This is an optimization exercise on Yosys and OpenROAD, whose aim is a short achievable clock period and few clock cycles, not a production implementation. Only the layout flow was run in this run; the RTL was not checked for function there. Power figures rest on the tool's default switching activity, not on a simulated workload.

===== flow/design.v =====
module bv_decoder (
    input  wire        clk,
    input  wire        rst,
    input  wire [15:0] width,
    input  wire [15:0] height,
    input  wire        in_valid,
    output wire        in_ready,
    input  wire [31:0] in_data,
    output wire        out_valid,
    input  wire        out_ready,
    output wire [1:0]  out_kind,
    output wire [10:0] out_x,
    output wire [10:0] out_y,
    output wire [15:0] out_pat,
    output wire        fault
);
    localparam [1:0] K_PAT   = 2'd0;
    localparam [1:0] K_INDEX = 2'd1;
    localparam [1:0] K_FLIP  = 2'd2;
    localparam [1:0] T_SLOT  = 2'd0;
    localparam [1:0] T_MOVE  = 2'd1;
    localparam [1:0] T_FLIP  = 2'd2;
    localparam [1:0] T_STEP  = 2'd3;
    localparam integer CAP = 8;      
    localparam integer SU = 0, SI = 1, SN = 2, MV = 3, FL = 4, EM = 5,
                       HU = 6, HI = 7, HN = 8;
    function integer tlen;
        input integer c;
        begin
            case (c)
                SU: tlen = 2;   SI: tlen = 10;  SN: tlen = 18;
                MV: tlen = 12;  FL: tlen = 18;  EM: tlen = 19;
                HU: tlen = 21;  HI: tlen = 29;  default: tlen = 37;
            endcase
        end
    endfunction
    function integer tneed;
        input integer c;
        begin
            case (c)
                EM:          tneed = 19;
                HU, HI, HN:  tneed = 21;
                default:     tneed = 2;
            endcase
        end
    endfunction
    function [8:0] classify;
        input [20:0] w;
        input        p;
        reg mnz;
        begin
            mnz = |w[18:3];
            classify = 9'd0;
            classify[SU] =  p &  w[0];
            classify[SI] =  p & ~w[0] &  w[1];
            classify[SN] =  p & ~w[0] & ~w[1];
            classify[MV] = ~p & ~w[0] &  w[1];
            classify[FL] = ~p & ~w[0] & ~w[1];
            classify[EM] = ~p &  w[0] & ~mnz;
            classify[HU] = ~p &  w[0] &  mnz &  w[19];
            classify[HI] = ~p &  w[0] &  mnz & ~w[19] &  w[20];
            classify[HN] = ~p &  w[0] &  mnz & ~w[19] & ~w[20];
        end
    endfunction
    function [3:0] low_index;
        input [15:0] m;
        integer i;
        begin
            low_index = 4'd0;
            for (i = 15; i >= 0; i = i - 1)
                if (m[i]) low_index = i[3:0];
        end
    endfunction
    reg  [31:0] h0, h1;
    reg         v0, v1;
    reg         in_ready_r;
    reg  [95:0] bbuf;        
    reg  [6:0]  bcnt;        
    reg  [7:0]  b8;          
    reg  [8:0]  B8;          
    wire        push = in_valid && in_ready_r;
    wire        app  = v0 && (bcnt <= 7'd64);      
    assign in_ready = in_ready_r;
    reg         v0_n, v1_n;
    always @(*) begin
        if (app) begin
            v0_n = v1 | push;
            v1_n = v1 & push;
        end else begin
            v0_n = v0 | push;
            v1_n = v1 | (v0 & push);
        end
    end
    always @(posedge clk) begin
        if (app) begin
            h0 <= v1 ? h1 : in_data;
            h1 <= in_data;
        end else begin
            if (!v0) h0 <= in_data;
            if (!v1) h1 <= in_data;
        end
        if (rst) begin
            v0         <= 1'b0;
            v1         <= 1'b0;
            in_ready_r <= 1'b1;
        end else begin
            v0         <= v0_n;
            v1         <= v1_n;
            in_ready_r <= ~v1_n;
        end
    end
    reg  [8:0]  sel;         
    reg         nf;          
    reg         pst;         
    reg  [15:0] rem;         
    reg  [1:0]  pdir;
    wire        room_n;      
    reg  [38:0] ins1;
    reg  [95:0] ins;
    integer ia, ib;
    always @(*) begin
        ins1 = 39'd0;
        for (ib = 0; ib < 8; ib = ib + 1)
            ins1 = ins1 | ({39{b8[ib]}} & ({7'd0, h0} << ib));
        ins = 96'd0;
        for (ia = 0; ia < 9; ia = ia + 1)
            ins = ins | ({96{B8[ia]}} & ({57'd0, ins1} << (8 * ia)));
        if (!app) ins = 96'd0;
    end
    wire [95:0] bb = bbuf | ins;
    wire s2  = sel[SU];
    wire s10 = sel[SI];
    wire s12 = sel[MV];
    wire s18 = sel[SN] | sel[FL];
    wire s19 = sel[EM];
    wire s21 = sel[HU];
    wire s29 = sel[HI];
    wire s37 = sel[HN];
    wire [95:0] bb_n = ({96{nf }} & bb)         |
                       ({96{s2 }} & (bb >> 2))  | ({96{s10}} & (bb >> 10)) |
                       ({96{s12}} & (bb >> 12)) | ({96{s18}} & (bb >> 18)) |
                       ({96{s19}} & (bb >> 19)) | ({96{s21}} & (bb >> 21)) |
                       ({96{s29}} & (bb >> 29)) | ({96{s37}} & (bb >> 37));
    wire [6:0]  bcnt_in = bcnt + (app ? 7'd32 : 7'd0);
    wire [15:0] hmask = bbuf[18:3];
    wire [15:0] rem1  = rem & (rem - 16'd1);
    wire [15:0] hrem1 = hmask & (hmask - 16'd1);
    wire        more  = |rem1;
    wire        hmore = |hrem1;
    reg  [8:0]  sel_n;
    reg  [6:0]  bcnt_n;
    reg  [8:0]  cls;
    reg         cp;
    integer     c, j, L;
    always @(*) begin
        sel_n  = 9'd0;
        bcnt_n = 7'd0;
        for (c = 0; c < 10; c = c + 1) begin
            L  = (c == 9) ? 0 : tlen(c);
            cp = (c == SU || c == SI || c == SN) ? more :
                 (c == HU || c == HI || c == HN) ? hmore :
                 (c == 9) ? pst : 1'b0;
            cls = classify(bbuf[L +: 21], cp);
            for (j = 0; j < 9; j = j + 1)
                cls[j] = cls[j] && ({1'b0, bcnt}    >= L + tneed(j))
                                && ({1'b0, bcnt_in} >= L + tlen(j));
            if ((c == 9) ? nf : sel[c]) begin
                sel_n  = sel_n | cls;
                bcnt_n = bcnt_n | (bcnt_in - L[6:0]);
            end
        end
        sel_n = sel_n & {9{room_n}};
    end
    always @(posedge clk) begin
        if (rst) begin
            bbuf <= 96'd0;
            bcnt <= 7'd0;
            b8   <= 8'd1;
            B8   <= 9'd1;
            sel  <= 9'd0;
            nf   <= 1'b1;
            pst  <= 1'b0;
            rem  <= 16'd0;
            pdir <= 2'd0;
        end else begin
            bbuf <= bb_n;
            bcnt <= bcnt_n;
            b8   <= 8'd1 << bcnt_n[2:0];
            B8   <= 9'd1 << bcnt_n[6:3];
            sel  <= sel_n;
            nf   <= ~|sel_n;
            if (sel[SU] | sel[SI] | sel[SN]) begin
                rem <= rem1;
                pst <= more;
            end else if (sel[HU] | sel[HI] | sel[HN]) begin
                rem  <= hrem1;
                pst  <= hmore;
                pdir <= bbuf[2:1];
            end
        end
    end
    wire        fire = ~nf;
    wire        hdr  = sel[HU] | sel[HI] | sel[HN];
    reg         tv;
    reg  [1:0]  ttyp;
    reg         tidx;        
    reg         tuni;        
    reg         tpol;        
    reg  [15:0] tfld;        
    reg  [3:0]  tk;          
    reg         tlast;       
    reg  [1:0]  tdir;
    always @(posedge clk) begin
        if (rst) tv <= 1'b0;
        else     tv <= fire;
        ttyp  <= sel[MV] ? T_MOVE : sel[FL] ? T_FLIP : sel[EM] ? T_STEP : T_SLOT;
        tidx  <= sel[SI] | sel[HI];
        tuni  <= sel[SU] | sel[HU];
        tpol  <= hdr ? bbuf[20] : bbuf[1];
        tfld  <= hdr ? bbuf[36:21] : bbuf[17:2];
        tk    <= pst ? low_index(rem) : low_index(hmask);
        tlast <= pst ? ~more : ~hmore;
        tdir  <= pst ? pdir : bbuf[2:1];
    end
    reg  [13:0] w4, h4;      
    always @(posedge clk) begin
        w4 <= width[15:2];
        h4 <= height[15:2];
    end
    reg  [7:0]  cur_x, cur_y;
    reg         faulted;
    wire        t_slot = tv && ttyp == T_SLOT;
    wire        t_flip = tv && ttyp == T_FLIP;
    wire [8:0]  tx = {cur_x[6:0], tk[1:0]};
    wire [8:0]  ty = {cur_y[6:0], tk[3:2]};
    wire        t_in = !cur_x[7] && !cur_y[7] &&
                       ({5'd0, tx} < w4) && ({5'd0, ty} < h4);
    wire        bad   = t_slot && !t_in;
    wire        epush = !faulted && (t_flip || (t_slot && t_in));
    wire        edrop = (t_slot || t_flip) && !epush;
    wire        step  = tv && (ttyp == T_STEP || (ttyp == T_SLOT && tlast));
    wire [35:0] ev = t_flip ? {K_FLIP, 9'd0, 9'd0, tfld} :
                     {(tidx ? K_INDEX : K_PAT), tx, ty,
                      tuni ? {16{tpol}} : tidx ? {8'd0, tfld[7:0]} : tfld};
    always @(posedge clk) begin
        if (rst) begin
            cur_x   <= 8'd0;
            cur_y   <= 8'd0;
            faulted <= 1'b0;
        end else begin
            if (bad) faulted <= 1'b1;
            if (tv && ttyp == T_MOVE) begin
                cur_x <= {3'd0, tfld[4:0]};
                cur_y <= {3'd0, tfld[9:5]};
            end else if (t_flip) begin
                cur_x <= 8'd0;
                cur_y <= 8'd0;
            end else if (step) begin
                case (tdir)
                    2'd0: cur_x <= cur_x + 8'd1;
                    2'd1: cur_y <= cur_y + 8'd1;
                    2'd2: cur_x <= cur_x - 8'd1;
                    2'd3: cur_y <= cur_y - 8'd1;
                endcase
            end
        end
    end
    reg  [35:0] fmem [0:CAP-1];
    reg  [2:0]  fwp, frp;
    reg  [3:0]  fcnt;
    reg         ov;
    reg  [1:0]  okind;
    reg  [8:0]  ox, oy;
    reg  [15:0] opat;
    reg         fault_r;
    wire        ofire = ov && out_ready;
    wire        oload = (!ov || out_ready) && (fcnt != 4'd0);
    wire [35:0] fhead = fmem[frp];
    wire [3:0]  fcnt_next = fcnt + {3'd0, epush} - {3'd0, oload};
    wire        ov_next   = oload | (ov & ~out_ready);
    always @(posedge clk) begin
        if (epush) fmem[fwp] <= ev;
        if (rst) begin
            fwp     <= 3'd0;
            frp     <= 3'd0;
            fcnt    <= 4'd0;
            ov      <= 1'b0;
            fault_r <= 1'b0;
        end else begin
            if (epush) fwp <= fwp + 3'd1;
            if (oload) frp <= frp + 3'd1;
            fcnt    <= fcnt_next;
            ov      <= ov_next;
            fault_r <= (faulted || bad) && (fcnt_next == 4'd0) && !ov_next;
        end
        if (oload) begin
            okind <= fhead[35:34];
            ox    <= fhead[33:25];
            oy    <= fhead[24:16];
            opat  <= fhead[15:0];
        end
    end
    assign out_valid = ov;
    assign out_kind  = okind;
    assign out_x     = {ox, 2'b00};
    assign out_y     = {oy, 2'b00};
    assign out_pat   = opat;
    assign fault     = fault_r;
    reg  [3:0] occ;
    reg  [1:0] dec_r;
    wire       cret = tv && (ttyp == T_MOVE || ttyp == T_STEP);
    wire [3:0] occ_next = occ + {3'd0, fire} - {2'd0, dec_r};
    assign room_n = (occ_next < CAP);
    always @(posedge clk) begin
        if (rst) begin
            occ   <= 4'd0;
            dec_r <= 2'd0;
        end else begin
            occ   <= occ_next;
            dec_r <= {1'b0, cret} + {1'b0, edrop} + {1'b0, ofire};
        end
    end
endmodule

===== flow/run.sh =====
#!/bin/bash
# synth_recipe.tcl (not shown) runs the flow's synth.tcl, then flattens the netlist and writes it again
# the make line also repeats each setting of config.mk as NAME=value (left out here)
make -C /OpenROAD-flow-scripts/flow DESIGN_CONFIG=/design/flow/config.mk WORK_HOME=/design/flow/orfs CLKGATE_MAP_FILE= SYNTH_SCRIPT=/design/flow/synth_recipe.tcl finish

===== flow/config.mk =====
export PLATFORM = sky130hd
export DESIGN_NAME = bv_decoder
export DESIGN_NICKNAME = bv_decoder
export VERILOG_FILES = /design/flow/design.v
export SDC_FILE = /design/flow/constraint.sdc
export NUM_CORES = 4
export LEC_CHECK = 0
export ABC_CLOCK_PERIOD_IN_PS = 2500
export CAP_MARGIN = 20
export CORE_MARGIN = 2
export CORE_UTILIZATION = 40
export SETUP_SLACK_MARGIN = 5
export SLEW_MARGIN = 20

===== flow/constraint.sdc =====
create_clock -name core_clock -period 8.0 [get_ports {clk}]
set_input_delay 1.6000 -clock core_clock [delete_from_list [all_inputs] [get_ports {clk}]]
set_output_delay 1.6000 -clock core_clock [all_outputs]
set_load 0.01 [all_outputs]

==> summary.txt <==
==> routing by layer <==
layer / vias to the layer above / GRT usage / routed length [µm]
met1: 14584 / 0.3519 / 47180
met5: - / 0 / 0
li1: 12632 / - / -
met4: 0 / 0.1332 / 7732
met2: 2131 / 0.4574 / 60270
met3: 477 / 0.05258 / 12320
==> logic make-up after synthesis <==
group | Yosys count
AO/OA/AOI/OAI | 1052
XOR/XNOR | 26
adder cells (fa/ha/maj) | 63
buffers and inverters | 424
flip-flops | 631
multiplexers | 181
other | 1
AND/OR/NAND/NOR | 724
==> flip-flops by register name (all words and copies together), names as in the netlist, 14 cells and up <==
name,cells
bbuf,96
fmem,288
h0,32
h1,32
h4,14
opat,16
rem,15
tfld,16
w4,14
==> power by group through the flow <==
| stage | Sequential, µW | Clock [µW] | Combinational (µW) |
|---|---|---|---|
| finish | 4330 | 3360 | 5010 |
| global route | 4360 | 3520 | 5240 |
| CTS | 4310 | 3390 | 4630 |
| detailed placement | 4390 | 0 | 4060 |
| global placement | 4380 | 0 | 4030 |
| floorplan | 4100 | 0 | 2870 |
==> timing repair <==
item	4_1_cts	5_1_grt
pin swaps	54	40
gates resized for setup	220	93
gates cloned	36	21
setup endpoints to repair	490	419
setup buffers	143	48
==> critical path: stages (launching register included) <==
cell,delay [ns]
dfxtp_4,0.36
inv_4,0.06
ha_4,0.13
nor4bb_4,0.31
nand2b_4,0.21
nand2_8,0.07
inv_8,0.08
ha_4,0.16
xor2_4,0.25
a211oi_2,0.13
nor3b_2,0.21
or4b_1,0.47
a31o_1,0.21
a41o_1,0.25
and2_0,0.18
and4_1,0.21
a41o_1,0.17
==> area by class of cell <==
type,instances,area [µm²]
Clock inverter,36,464.2
Fill cell,7119,40800
Timing Repair Buffer,397,4741
Inverter,68,282.8
Tap cell,1070,1339
Multi-Input combinational cell,2053,16400
Sequential cell,631,16260
Clock buffer,93,1958
==> worst max-delay path by stage <==
stage | from | end | slack, ns | depth (start not counted)
4_1_cts | bcnt[3] | B8[3] | 4.37 | 16
2_1_floorplan | out_ready | fault_r | 4.22 | 10
5_1_grt | bcnt[1] | nf | 4.29 | 16
3_5_place_dp | bcnt[3] | nf | 2.97 | 16
6_report | bcnt[1] | nf | 4.40 | 16
3_3_place_gp | bcnt[3] | nf | 3.02 | 16
==> stage by stage <==
| step | cells | hold WS [ns] | setup WS, ns |
|---|---|---|---|
| 2_1_floorplan | 3105 | 0.4249 | 4.222 |
| 3_3_place_gp | 3971 | 0.4506 | 3.019 |
| 3_5_place_dp | 3971 | 0.4597 | 2.974 |
| 4_1_cts | 4279 | 0.4682 | 4.365 |
| 5_1_grt | 4348 | 0.4989 | 4.290 |
| 6_report | 4348 | 0.4720 | 4.405 |
==> cell usage in the layout, fill, tap and decap left out, drive strengths merged, types with 8 or more instances in the layout <==
cell / netlist / routed
ha: 55 / 55
dlygate4sd2: 0 / 40
o21bai: 35 / 35
nor2b: 24 / 24
clkdlybuf4s50: 0 / 61
or3: 10 / 10
buf: 65 / 278
a21oi: 166 / 166
a222oi: 171 / 171
clkinv: 0 / 21
nand2b: 21 / 21
mux2: 105 / 105
xnor2: 19 / 19
clkbuf: 291 / 109
a22oi: 320 / 320
a41oi: 28 / 28
and2: 35 / 35
inv: 68 / 73
edfxtp: 356 / 356
o311ai: 9 / 9
nor3: 43 / 43
or2: 62 / 62
mux4: 72 / 72
nand4: 43 / 43
o211ai: 12 / 12
a31oi: 59 / 59
nand3: 37 / 37
or4: 17 / 17
o31ai: 8 / 8
a21o: 22 / 22
a22o: 29 / 29
a221o: 11 / 11
a211oi: 14 / 14
o21ai: 60 / 60
dfxtp: 275 / 275
nor4: 31 / 31
nor2: 140 / 140
a221oi: 40 / 40
nand2: 223 / 226
==> out/metrics.cfg <==
[pwr]
swShare = 0.3873
comb_power_share = 0.394
p_sw_uw = 4921
p_clk_frac = 0.265
power_uw = 12710
p_int_uw = 7785
seqPwrFrac = 0.341
leakage_uw = 0.01432
power.density_mw_per_mm2 = 306.6
max-vdd-ir-drop_uv = 244.6

[critical_path]
cp.required_ns = 8.51
reg2reg_to = nf
regToRegSetupSlack_ns = 4.40
critPathCaptureType = flop
r2r_start = bcnt[1]
worstSetupStartpointType = flop
critical_path_class = flop to flop
crit_path_max_fanout = 5
r2r.worst_path.cells = 16
worstPathArrival_ns = 4.10

[grt]
grt_pass1_wl_mm = 182.5
overflow = 0
antenna_found_initial = 1
grt_max_degree = 100
grt_pass1_vias = 28004
grt_usage = 0.2778

[timing]
worst_pin_slew_ns = 1.211
rsz0062_at_grt = yes
setup_tns_ns = 0
fin_crit_ns = 3.595
setup_viol = 0
slew-limit-headroom = 0.1926
clock_skew_ns = 0.04451
hold_viol = 0
period_share = 0.4494
max_freq_mhz = 278.2
finalMaxSlewViolations = 0

[yosys]
synth_top_family_by_area = compound AO/OA/AOI/OAI gates
yosysSeqAreaShare = 0.4861
netlist_instances = 3102
synth_edf_count = 356
yosysWarnings = 1
yosysTopAreaCell = edfxtp_1
syn_avg_cell_area_um2 = 10.74
synth.distinct_cells = 89
synth_common_cells = 356 x edfxtp_1, 320 x a22oi_1, 283 x clkbuf_1, 275 x dfxtp_1, 223 x nand2_1
synthAdderAreaFrac = 0.02456
synth_area_leaders = edfxtp_1 32%, dfxtp_1 17%, a22oi_1 7.2%, a222oi_1 5.1%, mux4_2 4.9%
synthSimpleGateAreaFrac = 0.1092
syn-cell-area_mm2 = 0.03332
synth_top_area_share = 0.3208
synth_mux_area_frac = 0.08535
synth.most_common_cell = edfxtp_1
synthArstFlopShare = 0
synth_flop_cell = edfxtp_1
synth-xor-area-share = 0.006834
ys_ff_latch = 631
synth_compound_area_frac = 0.2382

[clock_network]
cts_buffer_depth = 3
insertion_delay_ns = 0.66
cts_hold_buf = 0
cts_root_buffer = clkbuf_16
clkSlewWorstSetupHoldPaths_ns = 0.06
cts.sinks = 631
htreeDepth = 3
numCtsBuffers = 70
cts_tree = done

[placed_design]
io_buffers = 102
place_area_mm2 = 0.03498
dp.final_hpwl_mm = 70.90
routabilityCongestion = 0.9297

[floorplanning]
dieArea_mm2 = 0.08563
rows = 105
io_pins = 111
die_h_um = 292.6
start_util = 0.4052
core_mm2 = 0.08224
fp.dieW_um = 292.6

[detailed_routing]
drt-pass1-iter-count = 15
drc_errors = 0
drt_iter0_drc = 5746
vias_per_cell = 6.859
ant_nets = 0
wirelength_mm = 127.5
num_vias = 29824
wl_per_cell_um = 29.32

[flow_run]
drv_cap = 0

[final_layout]
area_growth_pct = 24.38
final_nets = 3349
final_core_util = 0.5039
n_antenna_cell = 0
drive_above_1_share = 0.2465
stdcell_area_mm2 = 0.04144

[run_status]
status = complete, no violations

[min_path]
hold_path_end = pdir[0]
worstHoldPathType = flop to flop
min_from = pdir[0]
whs_path_depth = 2

==> separate check: timing with driven ports <==
How much do the figures lean on ideal ports? The routed layout below was timed once more, with nothing changed but the port constraints.
Step 1 sets driving cells, clkbuf_16 on the clock port and buf_2 on the other inputs (assumed; they add their load-dependent delay and slew).
Step 2, shift: input delay + t, output delay - t, t = (earliest + latest rising clock arrival at the registers) / 2. This alone moves slack from input paths to output paths.
Slacks: ideal / step 1 / step 2; pairs: ideal / step 1.
t, ns: 0.697
slack for setup (ns): 4.405 / 4.405 / 4.302
clock arrival spread, ns: 0.050 / 0.050
slew at the worst register clock pin (ns): 0.07 / 0.07
After both steps setup and hold are still met in this run. The setup slack of this run moves by 0.000 ns with the drivers and by -0.103 ns with both steps.
